From an optimization exercise on the open Yosys and OpenROAD flow, aimed at small area, a short achievable clock period and few clock cycles; shortcuts taken in it are not production practice. The RTL was checked by simulation tests, not by an equivalence proof against the original design. Power figures rest on the tool's default switching activity, not on a simulated workload.

## sdrb
module sdrb (
    input  wire        clk,
    input  wire        rst_n,
    input  wire        cmd_valid,
    output wire        cmd_ready,
    input  wire [31:0] cmd_word,
    input  wire [31:0] cmd_arg0,
    input  wire [31:0] cmd_arg1,
    output wire        rsp_valid,
    input  wire        rsp_ready,
    output wire [31:0] rsp_data,
    output wire        rsp_err
);
Size in the first run: roughly 140 I/O pins, about 140,000 um^2 of cells after synthesis.
clock: 60.0 ns
lec_check: 0
cap_margin: 20
core_margin: 2
core_utilization: 40
slew_margin: 20
standard.sh (not shown) runs the stock make flow with config.mk's settings and CLKGATE_MAP_FILE= SYNTH_SCRIPT=/design/flow/synth_recipe.tcl, a recipe that flattens the netlist after the stock synthesis.
==> flow/flow/run.sh <==
#!/bin/bash
# Layout flow: the standard flow (standard.sh) with these changes:
#  - ABC maps the logic with flow/abc_map.script (fewer delay-driven
#    restructuring rounds, more area recovery) instead of ORFS's
#    abc_speed.script; the rest of synthesis is ORFS's (synth_recipe.tcl), so
#    the registers are the standard synthesis's;
#  - flow/fa_polarity.py then removes inverters around full adders in the
#    synthesized netlist (it rewires, never changes a register);
#  - the port buffers ORFS inserts at placement are sky130_fd_sc_hd__buf_2;
#  - clock tree synthesis uses larger sink clusters and no dummy loads.
# Runs in the work folder; each tool's full output goes to a log file here.
set -eo pipefail
rm -rf scripts
cp -r "$FLOW_HOME/scripts" scripts
cp flow/abc_map.script scripts/abc_speed.script
export SCRIPTS_DIR="$PWD/scripts"
export BUFFER_PORTS_ARGS="-buffer_cell sky130_fd_sc_hd__buf_2"
export CTS_ARGS="-sink_clustering_enable -repair_clock_nets -dont_use_dummy_load -sink_clustering_size 20 -sink_clustering_max_diameter 100"
R="$PWD/orfs/results/$FLOW_PLATFORM/sdrb/base"
bash standard.sh "$R/1_2_yosys.v" > synth.log 2>&1
cp "$R/1_2_yosys.v" yosys_netlist_before_fa_polarity.v
python3 flow/fa_polarity.py yosys_netlist_before_fa_polarity.v "$R/1_2_yosys.v" > fa_polarity.log 2>&1
bash standard.sh > standard.log 2>&1
Other scripts of this flow, unchanged in this note and not shown: flow/flow/abc_map.script, flow/flow/fa_polarity.py
The first run finished clean.
Testbench counts at the start, summed over its fixed seeds: cycles 14,162.
==> next run, changes <==
--- a/flow/flow/run.sh
+++ b/flow/flow/run.sh
@@ -17,3 +17,3 @@
 export BUFFER_PORTS_ARGS="-buffer_cell sky130_fd_sc_hd__buf_2"
-export CTS_ARGS="-sink_clustering_enable -repair_clock_nets -dont_use_dummy_load -sink_clustering_size 20 -sink_clustering_max_diameter 100"
+export CTS_ARGS="-sink_clustering_enable -repair_clock_nets -dont_use_dummy_load -sink_clustering_size 12 -sink_clustering_max_diameter 60 -buf_list sky130_fd_sc_hd__clkbuf_8"
 R="$PWD/orfs/results/$FLOW_PLATFORM/sdrb/base"
--- a/flow/config.mk
+++ b/flow/config.mk
@@ -9,3 +9,3 @@
 export CORE_MARGIN = 2
-export CORE_UTILIZATION = 40
+export CORE_UTILIZATION = 50
 export SLEW_MARGIN = 20
Sequential power is about the same.
Register-to-register slack loses 0.10 ns.
Total power is higher by about 0.4%.
Final cell count is lower by 4.3%.
Setup slack loses 0.094 ns.
==> next run, changes <==
--- a/flow/config.mk
+++ b/flow/config.mk
@@ -9,3 +9,3 @@
 export CORE_MARGIN = 2
-export CORE_UTILIZATION = 50
+export CORE_UTILIZATION = 25
 export SLEW_MARGIN = 20
Critical path depth stays the same.
Non-clock buffer count goes down by 2.
Via count goes down by 2.1%.
==> next run, changes <==
--- a/flow/flow/run.sh
+++ b/flow/flow/run.sh
@@ -9,3 +9,5 @@
 #  - the port buffers ORFS inserts at placement are sky130_fd_sc_hd__buf_2;
-#  - clock tree synthesis uses larger sink clusters and no dummy loads.
+#  - clock tree synthesis builds the tree from sky130_fd_sc_hd__clkbuf_8
+#    cells, with sink clusters of at most 12 registers within 60 um, and
+#    inserts no dummy loads.
 # Runs in the work folder; each tool's full output goes to a log file here.
--- a/flow/config.mk
+++ b/flow/config.mk
@@ -9,3 +9,3 @@
 export CORE_MARGIN = 2
-export CORE_UTILIZATION = 25
+export CORE_UTILIZATION = 40
 export SLEW_MARGIN = 20
After rerunning: The new run ran to the end with no violations. Maximum frequency barely changes. Wire length drops slightly. Clock skew goes up by 0.0050 ns. Count of clock-buffer cells in the layout went up by 7. Die area drops by well over a third. Combinational power went up slightly. Register-to-register slack degrades by 0.29 ns.


Setup of run A:
sdrb again, from the RTL that the note above started with.
// sdrb
module sdrb (
    input  wire        clk,
    input  wire        rst_n,
    input  wire        cmd_valid,
    output wire        cmd_ready,
    input  wire [31:0] cmd_word,
    input  wire [31:0] cmd_arg0,
    input  wire [31:0] cmd_arg1,
    output wire        rsp_valid,
    input  wire        rsp_ready,
    output wire [31:0] rsp_data,
    output wire        rsp_err
);
    localparam [31:0] HALF  = 32'h3F000000;
    localparam [31:0] ONE   = 32'h3F800000;
    localparam [31:0] HW_ID = 32'h53440100;
    localparam [7:0] OP_NOP     = 8'h00, OP_INIT    = 8'h01,
                     OP_WRITE   = 8'h10, OP_READ    = 8'h11, OP_SETRP  = 8'h12,
                     OP_RBRESET = 8'h13, OP_RESIZE  = 8'h14, OP_GETCAP = 8'h15,
                     OP_SETCAPF = 8'h16, OP_STEP    = 8'h17, OP_GETWC  = 8'h18,
                     OP_GETRC   = 8'h19, OP_DERESET = 8'h20, OP_SETDLY = 8'h21,
  ...
==> flow/config.mk <==
export PLATFORM = sky130hd
export DESIGN_NAME = sdrb
export DESIGN_NICKNAME = sdrb
export VERILOG_FILES = /design/flow/design.v
export SDC_FILE = /design/flow/constraint.sdc
export NUM_CORES = 8
export LEC_CHECK = 0
export CAP_MARGIN = 20
export CORE_MARGIN = 2
export CORE_UTILIZATION = 25
export SLEW_MARGIN = 20
==> flow/constraint.sdc <==
create_clock -name core_clock -period 60.0 [get_ports {clk}]
set_input_delay 12.0000 -clock core_clock [delete_from_list [all_inputs] [get_ports {clk}]]
set_output_delay 12.0000 -clock core_clock [all_outputs]
set_load 0.01 [all_outputs]
==> flow/flow/run.sh <==
#!/bin/bash
# Layout flow: the standard flow (standard.sh) with these changes:
#  - ABC maps the logic with flow/abc_map.script (fewer delay-driven
#    restructuring rounds, more area recovery) instead of ORFS's
#    abc_speed.script; the rest of synthesis is ORFS's (synth_recipe.tcl), so
#    the registers are the standard synthesis's;
#  - flow/fa_polarity.py then removes inverters around full adders in the
#    synthesized netlist (it rewires, never changes a register);
#  - the port buffers ORFS inserts at placement are sky130_fd_sc_hd__buf_2;
#  - clock tree synthesis uses larger sink clusters and no dummy loads.
# Runs in the work folder; each tool's full output goes to a log file here.
set -eo pipefail
rm -rf scripts
cp -r "$FLOW_HOME/scripts" scripts
cp flow/abc_map.script scripts/abc_speed.script
export SCRIPTS_DIR="$PWD/scripts"
export BUFFER_PORTS_ARGS="-buffer_cell sky130_fd_sc_hd__buf_2"
export CTS_ARGS="-sink_clustering_enable -repair_clock_nets -dont_use_dummy_load -sink_clustering_size 20 -sink_clustering_max_diameter 100"
R="$PWD/orfs/results/$FLOW_PLATFORM/sdrb/base"
bash standard.sh "$R/1_2_yosys.v" > synth.log 2>&1
cp "$R/1_2_yosys.v" yosys_netlist_before_fa_polarity.v
python3 flow/fa_polarity.py yosys_netlist_before_fa_polarity.v "$R/1_2_yosys.v" > fa_polarity.log 2>&1
bash standard.sh > standard.log 2>&1
==> flow/flow/abc_map.script <==
&get -n
&st
&synch2
&dch -f
&nf -D 20000
&st
&dch -f
&nf -D 20000
&put
buffer -c
topo
stime -c
upsize -c
dnsize -c
Other scripts of this flow, unchanged in this note and not shown: flow/flow/fa_polarity.py
Run A finished every step from synthesis to the final layout, and the layout passed the timing, design-rule and antenna checks.
Testbench counts of run A, summed over its fixed seeds: cycles 14,162.
Input changes introduced in run B (baseline for comparison: run A):
# run A
export LEC_CHECK = 0
export CAP_MARGIN = 20
export CORE_MARGIN = 2
export CORE_UTILIZATION = 25
export SLEW_MARGIN = 20
create_clock -name core_clock -period 60.0 [get_ports {clk}]
# run B
export LEC_CHECK = 0
export CAP_MARGIN = 20
export CORE_MARGIN = 2
export CORE_UTILIZATION = 40
export SLEW_MARGIN = 20
create_clock -name core_clock -period 60.0 [get_ports {clk}]
--- a/flow/flow/run.sh
+++ b/flow/flow/run.sh
@@ -18 +18 @@
-export CTS_ARGS="-sink_clustering_enable -repair_clock_nets -dont_use_dummy_load -sink_clustering_size 20 -sink_clustering_max_diameter 100"
+export CTS_ARGS="-sink_clustering_enable -repair_clock_nets -dont_use_dummy_load -sink_clustering_size 12 -sink_clustering_max_diameter 60 -buf_list sky130_fd_sc_hd__clkbuf_8"
--- outcome ---
The higher overall power came out of run B.
The wire length of run B is lower than that of run A.
Looking at area of the core region across run B and run A, the one that comes out lower is run B.
Number of nets at the end of the flow in run B is about 0.55% above run A.
Initial antenna violation count shrinks by more than a quarter when moving from run A to run B.
Comparing count of vias placed by the detailed router for run B and run A, the smaller number came from run A.
Delta (run B minus run A): clock-pin slew on the worst setup and hold paths ~0 delta; time the final worst path needs with I/O delays and setup now sits lower; share of total power in combinational logic went up 0.9 points; post-synthesis to final-layout area growth shows a reduction of 3.0 points.
Floorplan check, run B vs run A: die outline smaller in run B
--- input diff run B..run C ---
# run B
export LEC_CHECK = 0
export CAP_MARGIN = 20
export CORE_MARGIN = 2
export CORE_UTILIZATION = 40
export SLEW_MARGIN = 20
create_clock -name core_clock -period 60.0 [get_ports {clk}]
# run C
export LEC_CHECK = 0
export CAP_MARGIN = 20
export CORE_MARGIN = 2
export CORE_UTILIZATION = 25
export SLEW_MARGIN = 20
create_clock -name core_clock -period 60.0 [get_ports {clk}]
--- a/flow/flow/abc_map.script
+++ b/flow/flow/abc_map.script
@@ -10 +9,0 @@
-buffer -c
## What came out
On clock insertion delay at the later pin of the skew report, the lower figure sits with run C, not run B.
Between run C and run B, it is run C whose met2 track utilization from global routing is lower, by 15 points.
Run C vs run B: final standard cell count with taps included and fillers excluded up


the previous run:
sdrb, a different RTL version from the one above (not shown whole).
Size in the first run: roughly 14,000 cells after synthesis, about 140 I/O pins.
Settings: LEC_CHECK=0, CAP_MARGIN=20, CORE_MARGIN=2, CORE_UTILIZATION=25, SLEW_MARGIN=20; clock period 60.0 ns.
==> flow/flow/run.sh <==
#!/bin/bash
# Layout flow: the standard flow (standard.sh) with these changes:
#  - ABC maps the logic with flow/abc_map.script (delay target 20 ns, with
#    area recovery) instead of ORFS's abc_speed.script; everything else in
#    synthesis is ORFS's (synth_recipe.tcl), so the registers are the same;
#  - the port buffers ORFS inserts at placement are sky130_fd_sc_hd__buf_2;
#  - clock tree synthesis uses larger sink clusters and no dummy loads.
# Runs in the work folder; the flow's full output goes to standard.log here.
set -o pipefail
rm -rf scripts
cp -r "$FLOW_HOME/scripts" scripts
cp flow/abc_map.script scripts/abc_speed.script
export SCRIPTS_DIR="$PWD/scripts"
export BUFFER_PORTS_ARGS="-buffer_cell sky130_fd_sc_hd__buf_2"
export CTS_ARGS="-sink_clustering_enable -repair_clock_nets -dont_use_dummy_load -sink_clustering_size 20 -sink_clustering_max_diameter 100"
bash standard.sh > standard.log 2>&1
==> flow/flow/abc_map.script <==
&get -n
&st
&synch2
&dch -f
&nf -D 20000
&st
&dch -f
&nf -D 20000
&put
buffer -c
topo
stime -c
upsize -c
dnsize -c
Testbench counts of the previous run, summed over its fixed seeds: cycles 14,546.
Here is what was changed in the inputs of the current run compared with the previous run.
-- flow/flow/run.sh --
<<< the previous run, line 13
export SCRIPTS_DIR="$PWD/scripts"
export BUFFER_PORTS_ARGS="-buffer_cell sky130_fd_sc_hd__buf_2"
export CTS_ARGS="-sink_clustering_enable -repair_clock_nets -dont_use_dummy_load -sink_clustering_size 20 -sink_clustering_max_diameter 100"
bash standard.sh > standard.log 2>&1
>>> the current run, line 13
export SCRIPTS_DIR="$PWD/scripts"
export BUFFER_PORTS_ARGS="-buffer_cell sky130_fd_sc_hd__buf_2"
export CTS_ARGS="-sink_clustering_enable -repair_clock_nets -dont_use_dummy_load -sink_clustering_size 12 -sink_clustering_max_diameter 60 -buf_list sky130_fd_sc_hd__clkbuf_8"
bash standard.sh > standard.log 2>&1
## What came out
Against the previous run, the current run reports a via count that is higher.
The current run: final antenna diode count lower than the previous run
Final cell utilization of the core of the current run is on par with the previous run.
The previous run → the current run: final worst-path setup slack about even, design area held steady, clock-pin slew of the registers on the worst-case setup and hold paths essentially unchanged, largest buffer count on any clock path comparable.
| shortest period the worst path allows | the current run vs the previous run | ≈ equal |
Compared with the previous run, the current run shows relative slew slack lower by 2.5 points.
Between the current run and the previous run, the buffer share of cell area does not differ in any meaningful way.
As far as routed wire length is concerned, the current run and the previous run perform about the same.

[what the ideal ports hide]
The flow's constraints put no driver on any port. The routed layouts listed below were extracted and timed again, unchanged, in two steps. Step 1 sets driving cells, clkbuf_16 on the clock port and buf_2 on the other inputs (assumed; they add their load-dependent delay and slew). Step 2, shift: input delay + t, output delay - t, t = (earliest + latest rising clock arrival at the registers) / 2. This alone moves slack from input paths to output paths. Slacks: ideal / step 1 / step 2; pairs: ideal / step 1.
run	t, ns	slack for setup (ns)	hold slack, ns	pins driven straight from the clock port
the first run of note 1	0.956	35.616 / 35.593 / 35.593	0.456 / 0.456 / 0.456	1
the second run of note 1	1.103	35.522 / 35.498 / 35.498	0.463 / 0.463 / 0.463	1
the third run of note 1	1.075	35.556 / 35.535 / 35.535	0.425 / 0.425 / 0.425	1
the fourth run of note 1	1.192	35.614 / 35.592 / 35.592	0.459 / 0.459 / 0.459	1
run A	0.938	35.552 / 35.531 / 35.531	0.372 / 0.372 / 0.372	1
run B	1.192	35.614 / 35.592 / 35.592	0.459 / 0.459 / 0.459	1
run C	1.148	35.559 / 35.540 / 35.540	0.436 / 0.436 / 0.436	1
the previous run	0.910	35.604 / 35.580 / 35.580	0.456 / 0.456 / 0.456	1
the current run	1.078	35.603 / 35.579 / 35.579	0.458 / 0.458 / 0.458	1
After both steps every run listed still meets setup and hold.
